This is an optimization exercise on Yosys and OpenROAD, whose aim is small area and a short achievable clock period, not a production implementation. Only simulation tests tie the RTL to the original design; equivalence was not proved. The flow treats the clock pin as an ideal source, which a real chip does not have. Power is estimated from default activity; no workload was simulated.

==> flow/design.v (excerpt) <==
module sce_top (
    input  wire        clk,
    input  wire        rst,             
    input  wire        req_valid,
    output wire        req_ready,
    input  wire [2:0]  req_op,
    input  wire [31:0] req_reg,
    input  wire [31:0] req_value,
    input  wire [31:0] req_width,
    input  wire [31:0] req_height,
    input  wire [31:0] req_baud,
    input  wire [31:0] req_timeout,
    output reg         rsp_valid,
    output reg  [2:0]  rsp_status,
    output wire [7:0]  rsp_value,
    output wire [31:0] rsp_received,
    output wire [31:0] rsp_expected,
    input  wire        teardown,
    output reg         link_cmd_valid,
    output wire [2:0]  link_cmd,
    output wire [23:0] link_wdata,
    output wire [1:0]  link_wlen,
    output wire [31:0] link_rd_n,
    output reg  [31:0] link_baud,
    output reg  [31:0] link_timeout,
    input  wire        link_ans_valid,
    input  wire        link_ans_ok,
    input  wire        link_rx_valid,
    input  wire [7:0]  link_rx_data,
    output reg         pix_valid,
    output wire [23:0] pix_rgb,
    output wire        pix_eol,
    output wire        pix_eof
);
Settings: LEC_CHECK=0, CAP_MARGIN=20, CORE_MARGIN=2, CORE_UTILIZATION=25, PLACE_DENSITY=0.8, SLEW_MARGIN=20; clock period 12.0 ns.
standard.sh (not shown) runs the stock make flow with config.mk's settings and CLKGATE_MAP_FILE= SYNTH_SCRIPT=/design/flow/synth_recipe.tcl, a recipe that flattens the netlist after the stock synthesis.
==> flow/flow/run.sh <==
#!/bin/bash
# Own layout flow: the standard ORFS flow with
#  - synthesis exactly as standard.sh runs it, except that ABC maps the
#    combinational logic with an area-oriented script (flow/abc.script)
#    instead of ORFS's abc_speed.script; registers are untouched;
#  - port buffers and clock tree from small cells instead of the defaults
#    (delay buffers on every port, a clkbuf_16 tree with dummy loads); a
#    clock leaf buffer with a high slew is upsized after CTS (flow/post_cts.tcl);
#  - one tie cell for all constant outputs;
#  - timing repair aimed at a slack margin well above the 12 ns clock's needs.
set -euo pipefail
here=$(pwd)
rm -rf "$here/scripts_abc"
cp -r "$FLOW_HOME/scripts" "$here/scripts_abc"
cp "$here/flow/abc.script" "$here/scripts_abc/abc_speed.script"
bash standard.sh SCRIPTS_DIR="$here/scripts_abc" synth > flow_synth.log 2>&1
export BUFFER_PORTS_ARGS="-buffer_cell sky130_fd_sc_hd__buf_1"
export CTS_ARGS="-sink_clustering_enable -repair_clock_nets -dont_use_dummy_load -root_buf sky130_fd_sc_hd__clkbuf_8 -buf_list sky130_fd_sc_hd__clkbuf_4"
export SETUP_SLACK_MARGIN=6.9
export SKIP_REPAIR_TIE_FANOUT=1
export POST_CTS_TCL="$here/flow/post_cts.tcl"
bash standard.sh finish > flow_standard.log 2>&1
==> flow/flow/abc.script <==
strash
&get -n
&st
&syn2
&synch2
&dch
&nf -R 1000
&put
topo
==> flow/flow/post_cts.tcl <==
estimate_parasitics -placement
set upsized 0
foreach inst [get_cells -filter "ref_name == sky130_fd_sc_hd__clkbuf_4"] {
  set o [get_pins -of_objects $inst -filter "direction == output"]
  set s [expr {max([get_property $o slew_max_rise], [get_property $o slew_max_fall])}]
  if {$s > 0.085} {
    replace_cell $inst sky130_fd_sc_hd__clkbuf_8
    incr upsized
  }
}
puts "post_cts: upsized $upsized clock buffers"
if {$upsized > 0} {
  detailed_placement
  estimate_parasitics -placement
}
Change:
==> flow/flow/run.sh (replaced) <==
#!/bin/bash
# Own layout flow: the standard ORFS flow with
#  - synthesis exactly as standard.sh runs it, except that ABC maps the
#    combinational logic with an area-oriented script (flow/abc.script)
#    instead of ORFS's abc_speed.script; registers are untouched;
#  - port buffers and clock tree from small cells instead of the defaults
#    (delay buffers on every port, a clkbuf_16 tree with dummy loads);
#  - timing repair aimed at a slack margin well above the 12 ns clock's needs.
set -euo pipefail
here=$(pwd)
rm -rf "$here/scripts_abc"
cp -r "$FLOW_HOME/scripts" "$here/scripts_abc"
cp "$here/flow/abc.script" "$here/scripts_abc/abc_speed.script"
bash standard.sh SCRIPTS_DIR="$here/scripts_abc" synth > flow_synth.log 2>&1
export BUFFER_PORTS_ARGS="-buffer_cell sky130_fd_sc_hd__buf_1"
export CTS_ARGS="-sink_clustering_enable -repair_clock_nets -dont_use_dummy_load -root_buf sky130_fd_sc_hd__clkbuf_8 -buf_list sky130_fd_sc_hd__clkbuf_8"
export SETUP_SLACK_MARGIN=6.9
bash standard.sh finish > flow_standard.log 2>&1
removed: flow/flow/post_cts.tcl
Result: The changed run completed with no timing, DRC or antenna violations; power increases by a few percent; clock-buffer cell count is unchanged; routed wire length increases by a few percent; core utilization increases by 1.3 points; worst hold slack gets better by 0.012 ns.
Change:
--- a/flow/flow/run.sh
+++ b/flow/flow/run.sh
@@ -6,4 +6,5 @@
 #  - port buffers and clock tree from small cells instead of the defaults
 #    (delay buffers on every port, a clkbuf_16 tree with dummy loads);
+#  - one tie cell for all constant outputs;
 #  - timing repair aimed at a slack margin well above the 12 ns clock's needs.
 set -euo pipefail
@@ -16,3 +17,4 @@
 export CTS_ARGS="-sink_clustering_enable -repair_clock_nets -dont_use_dummy_load -root_buf sky130_fd_sc_hd__clkbuf_8 -buf_list sky130_fd_sc_hd__clkbuf_8"
 export SETUP_SLACK_MARGIN=6.9
+export SKIP_REPAIR_TIE_FANOUT=1
 bash standard.sh finish > flow_standard.log 2>&1
Outcome:
- The changed run passed the timing, design-rule and antenna checks
- synthesized area stays the same
- register-to-register slack improved by 0.27 ns
- fmax is higher by 0.32%
- non-clock buffer count drops by 2
- worst setup slack gains 0.016 ns
- total power stays flat
- wire length is lower by 3.5%
- combinational power is about the same
- global-route usage goes down by 0.18 points

afterwards: timing with drivers on the ports:
No port has a modelled driver above. Below, the same layouts with a new extraction and two added sets of constraints. Step 1 (the two cells are an assumption about what drives the block):
set clk [get_ports {clk}]
set_driving_cell -lib_cell sky130_fd_sc_hd__clkbuf_16 $clk
set_driving_cell -lib_cell sky130_fd_sc_hd__buf_2 [delete_from_list [all_inputs] $clk]
Step 2, shift: input delay + t, output delay - t, t = (earliest + latest rising clock arrival at the registers) / 2. This alone moves slack from input paths to output paths. a / b / c = ideal / step 1 / step 2; a / b = the first two.
run	t (ns)	setup WS [ns]	worst setup path after step 2	slew at the worst register clock pin (ns)
the first run	0.432	6.894 / 6.853 / 6.853	input to output	0.09 / 0.09
the second run	0.460	6.877 / 6.844 / 6.844	input to output	0.09 / 0.09
the third run	0.452	6.894 / 6.853 / 6.853	input to output	0.09 / 0.09
After both steps setup and hold are still met in every run listed.
